Source: an optimization exercise on an open RTL-to-GDS flow (aim: small area). Production flows keep margins and buffers that such runs may drop.
The RTL was checked by simulation tests, not by an equivalence proof against the original design.
No activity file was given, so power comes from the tool's default toggle rates.

// dcc_packet_core
module dcc_packet_core (
    input  wire         clk,
    input  wire         rst,           
    input  wire         cmd_valid,
    output wire         cmd_ready,
    input  wire [207:0] cmd_word,
    input  wire         cfg_we,
    input  wire         cfg_acc_rev,
    input  wire         pkt_done,      
    output wire [55:0]  tx_frame,      
    output wire [5:0]   tx_len,        
    output wire [3:0]   tx_slot,       
    output reg          rsp_valid,
    output reg  [1:0]   rsp_kind,      
    output wire [3:0]   rsp_slot,
    output wire [6:0]   rsp_speed,
    output wire         rsp_dir,
    output wire [2:0]   rsp_len,
    output wire [47:0]  rsp_bytes,
    output wire [7:0]   rsp_rep
);
    localparam NS = 13;                
    localparam EW = 46;                
    localparam [41:0] IDLE_PK = {8'hFF, 32'h0, 2'd0};    
    reg acc_rev;
    wire        dec_load, dec_rsp, dec_cab;
    wire [1:0]  dec_kind, dec_kc;
    wire [3:0]  dec_slot;
    wire [39:0] dec_payload;
    dcc_cmd_decode u_dec (
        .cmd_word (cmd_word),
        .acc_rev  (acc_rev),
        .do_load  (dec_load),
        .do_rsp   (dec_rsp),
        .rsp_kind (dec_kind),
        .slot     (dec_slot),
        .payload  (dec_payload),
        .kc       (dec_kc),
        .not_raw  (dec_cab)
    );
    reg  [39:0] c_pay;
    reg  [1:0]  c_kc;
  ...
Size in the first run: about 2,000 cells after synthesis, roughly 360 I/O pins, roughly 22,000 sq um of cells after synthesis.
==> flow/config.mk <==
export PLATFORM = sky130hd
export DESIGN_NAME = dcc_packet_core
export DESIGN_NICKNAME = dcc_packet_core
export VERILOG_FILES = /design/flow/design.v
export SDC_FILE = /design/flow/constraint.sdc
export NUM_CORES = 4
export LEC_CHECK = 0
export CAP_MARGIN = 20
export CORE_MARGIN = 2
export CORE_UTILIZATION = 60
export PLACE_DENSITY = 0.7
export SLEW_MARGIN = 20
==> flow/constraint.sdc <==
create_clock -name core_clock -period 10.0 [get_ports {clk}]
set_input_delay 2.0000 -clock core_clock [delete_from_list [all_inputs] [get_ports {clk}]]
set_output_delay 2.0000 -clock core_clock [all_outputs]
set_load 0.01 [all_outputs]
standard.sh (not shown) runs the stock make flow with config.mk's settings and CLKGATE_MAP_FILE= SYNTH_SCRIPT=/design/flow/synth_recipe.tcl, a recipe that flattens the netlist after the stock synthesis.
==> flow/flow/run.sh <==
#!/bin/bash
# Standard ORFS layout (standard.sh), with these changes:
#  - synthesis maps the combinational logic with an area-oriented ABC script
#    (flow/synth_area.tcl wraps the standard synth_recipe.tcl);
#  - each port gets a sky130_fd_sc_hd__buf_1 buffer (the default picks a larger cell);
#  - clock tree synthesis uses small leaf clusters of one buffer size and
#    inserts no dummy loads.
set -euo pipefail
cd "$(dirname "$0")/.."
export FLOW_WORK="$PWD"
export FLOW_ABC_SCRIPT="$PWD/flow/abc_area.script"
export BUFFER_PORTS_ARGS="-buffer_cell sky130_fd_sc_hd__buf_1"
export CTS_ARGS="-sink_clustering_enable -repair_clock_nets -dont_use_dummy_load -buf_list sky130_fd_sc_hd__clkbuf_8 -sink_clustering_size 16 -sink_clustering_max_diameter 60"
sed "s#SYNTH_SCRIPT=[^ ]*synth_recipe.tcl#SYNTH_SCRIPT=$PWD/flow/synth_area.tcl#" standard.sh > standard_area.sh
grep -q "synth_area.tcl" standard_area.sh
bash standard_area.sh > flow_standard.log 2>&1
==> flow/flow/abc_area.script <==
strash; dch -f; map -a; mfs2; strash; dch -f; map -a; topo
==> flow/flow/synth_area.tcl <==
# Standard synthesis (synth_recipe.tcl, unchanged), except that the ABC call that maps
# the combinational logic to cells uses the area-oriented script in abc_area.script.
# Registers are not touched by ABC, so they keep the standard synthesis's cells and names.
proc abc {args} {
  set i [lsearch -exact $args -script]
  if {$i >= 0} {
    set args [lreplace $args $i [expr {$i + 1}] -script $::env(FLOW_ABC_SCRIPT)]
  }
  set j [lsearch -exact $args -D]
  if {$j >= 0} {
    set args [lreplace $args $j [expr {$j + 1}]]
  }
  yosys abc {*}$args
}
source $::env(FLOW_WORK)/synth_recipe.tcl
Rerun with:
--- a/flow/flow/run.sh
+++ b/flow/flow/run.sh
@@ -12,3 +12,3 @@
 export BUFFER_PORTS_ARGS="-buffer_cell sky130_fd_sc_hd__buf_1"
-export CTS_ARGS="-sink_clustering_enable -repair_clock_nets -dont_use_dummy_load -buf_list sky130_fd_sc_hd__clkbuf_8 -sink_clustering_size 16 -sink_clustering_max_diameter 60"
+export CTS_ARGS="-sink_clustering_enable -repair_clock_nets -dont_use_dummy_load -buf_list sky130_fd_sc_hd__clkbuf_4 -sink_clustering_size 10 -sink_clustering_max_diameter 40"
 sed "s#SYNTH_SCRIPT=[^ ]*synth_recipe.tcl#SYNTH_SCRIPT=$PWD/flow/synth_area.tcl#" standard.sh > standard_area.sh
==> flow/flow/abc_area.script (replaced) <==
strash; &get -n; &deepsyn -T 60; &put; dch -f; amap; mfs2; strash; dch -f; amap; topo
The new run completed without violations.
Worst setup slack is worse by 1.6 ns.
Cell area went down by 2.7%.
Critical path depth fell by 1.
Clock power came out lower by about 5%.

== harbor ==
dcc_packet_core, a different RTL version from the one above (not shown whole).
For scale: roughly 1800 cells after synthesis, about 740 flip-flops, about 360 I/O pins.
==> flow/config.mk <==
export PLATFORM = sky130hd
export DESIGN_NAME = dcc_packet_core
export DESIGN_NICKNAME = dcc_packet_core
export VERILOG_FILES = /design/flow/design.v
export SDC_FILE = /design/flow/constraint.sdc
export NUM_CORES = 4
export LEC_CHECK = 0
export CAP_MARGIN = 20
export CORE_MARGIN = 2
export CORE_UTILIZATION = 60
export PLACE_DENSITY = 0.7
export SLEW_MARGIN = 20
==> flow/constraint.sdc <==
create_clock -name core_clock -period 10.0 [get_ports {clk}]
set_input_delay 2.0000 -clock core_clock [delete_from_list [all_inputs] [get_ports {clk}]]
set_output_delay 2.0000 -clock core_clock [all_outputs]
set_load 0.01 [all_outputs]
==> flow/flow/run.sh <==
#!/bin/bash
# Standard ORFS layout (standard.sh), with these changes:
#  - synthesis maps the combinational logic with an area-oriented ABC script,
#    without mapping adders to adder cells first
#    (flow/synth_area.tcl wraps the standard synth_recipe.tcl);
#  - each port gets a sky130_fd_sc_hd__buf_1 buffer (the default picks a larger cell);
#  - clock tree synthesis uses small leaf clusters of one buffer size and
#    inserts no dummy loads.
set -euo pipefail
cd "$(dirname "$0")/.."
export FLOW_WORK="$PWD"
export FLOW_ABC_SCRIPT="$PWD/flow/abc_area.script"
export BUFFER_PORTS_ARGS="-buffer_cell sky130_fd_sc_hd__buf_1"
export CTS_ARGS="-sink_clustering_enable -repair_clock_nets -dont_use_dummy_load -buf_list sky130_fd_sc_hd__clkbuf_4 -sink_clustering_size 12 -sink_clustering_max_diameter 45"
sed "s#SYNTH_SCRIPT=[^ ]*synth_recipe.tcl#SYNTH_SCRIPT=$PWD/flow/synth_area.tcl#" standard.sh > standard_area.sh
grep -q "synth_area.tcl" standard_area.sh
bash standard_area.sh > flow_standard.log 2>&1
==> flow/flow/abc_area.script <==
strash; &get -n; &deepsyn -T 240; &put; dch -f; amap; mfs2; strash; dch -f; amap; topo
==> flow/flow/synth_area.tcl <==
# Standard synthesis (synth_recipe.tcl, unchanged), except that
#  - the ABC call that maps the combinational logic to cells uses the area-oriented
#    script in abc_area.script;
#  - adders are not mapped to half/full adder cells before ABC (no ADDER_MAP_FILE),
#    so ABC maps all of the combinational logic.
# Registers are not touched by either, so they keep the standard synthesis's cells and names.
set ::env(ADDER_MAP_FILE) ""
proc abc {args} {
  set i [lsearch -exact $args -script]
  if {$i >= 0} {
    set args [lreplace $args $i [expr {$i + 1}] -script $::env(FLOW_ABC_SCRIPT)]
  }
  set j [lsearch -exact $args -D]
  if {$j >= 0} {
    set args [lreplace $args $j [expr {$j + 1}]]
  }
  yosys abc {*}$args
}
source $::env(FLOW_WORK)/synth_recipe.tcl
The following lists how sierra was set up differently from harbor:
diff --git a/flow/flow/run.sh b/flow/flow/run.sh
--- a/flow/flow/run.sh
+++ b/flow/flow/run.sh
@@ -13,3 +13,3 @@
 export BUFFER_PORTS_ARGS="-buffer_cell sky130_fd_sc_hd__buf_1"
-export CTS_ARGS="-sink_clustering_enable -repair_clock_nets -dont_use_dummy_load -buf_list sky130_fd_sc_hd__clkbuf_4 -sink_clustering_size 12 -sink_clustering_max_diameter 45"
+export CTS_ARGS="-sink_clustering_enable -repair_clock_nets -dont_use_dummy_load -buf_list sky130_fd_sc_hd__clkbuf_4 -sink_clustering_size 10 -sink_clustering_max_diameter 40"
 sed "s#SYNTH_SCRIPT=[^ ]*synth_recipe.tcl#SYNTH_SCRIPT=$PWD/flow/synth_area.tcl#" standard.sh > standard_area.sh
==> comparison <==
sierra | stages: all done | timing, DRC, antenna: all pass. On worst-case clock skew, harbor loses to sierra. Total count of hold-check failures in the final report: harbor vs sierra, no meaningful difference. Looking at sequential share of layout area, sierra sits 0.28 points lower than harbor does. From harbor to sierra the numbers moved as follows: sequential power barely changed; total power after layout climbed 0.070 mW.

[re-timing with driven ports]
No port has a modelled driver above. Below, the same layouts with a new extraction and two added sets of constraints.
Step 1 (the two cells are an assumption about what drives the block):
set clk [get_ports {clk}]
set_driving_cell -lib_cell sky130_fd_sc_hd__clkbuf_16 $clk
set_driving_cell -lib_cell sky130_fd_sc_hd__buf_2 [delete_from_list [all_inputs] $clk]
Step 2 also shifts input and output timing later by t, the mid clock arrival at the registers, as if the neighbouring blocks saw the same clock.
Slacks: ideal / step 1 / step 2; pairs: ideal / step 1.
| run | t, ns | setup slack, ns | worst register clock-pin slew, ns | worst data-port slew with drivers (ns) | pins driven straight from the clock port |
|---|---|---|---|---|---|
| the first run of note 1 | 0.677 | 4.658 / 4.596 / 3.919 | 0.10 / 0.10 | 0.11 | 1 |
| the second run of note 1 | 0.776 | 3.037 / 3.062 / 2.286 | 0.11 / 0.11 | 0.10 | 1 |
| harbor | 0.750 | 4.429 / 4.454 / 3.703 | 0.12 / 0.12 | 0.10 | 1 |
| sierra | 0.797 | 4.441 / 4.468 / 3.671 | 0.11 / 0.11 | 0.10 | 1 |
After both steps setup and hold are still met in every run listed. For sierra, which loses most, drivers alone change the setup slack by +0.027 ns; drivers and shift together by -0.770 ns.
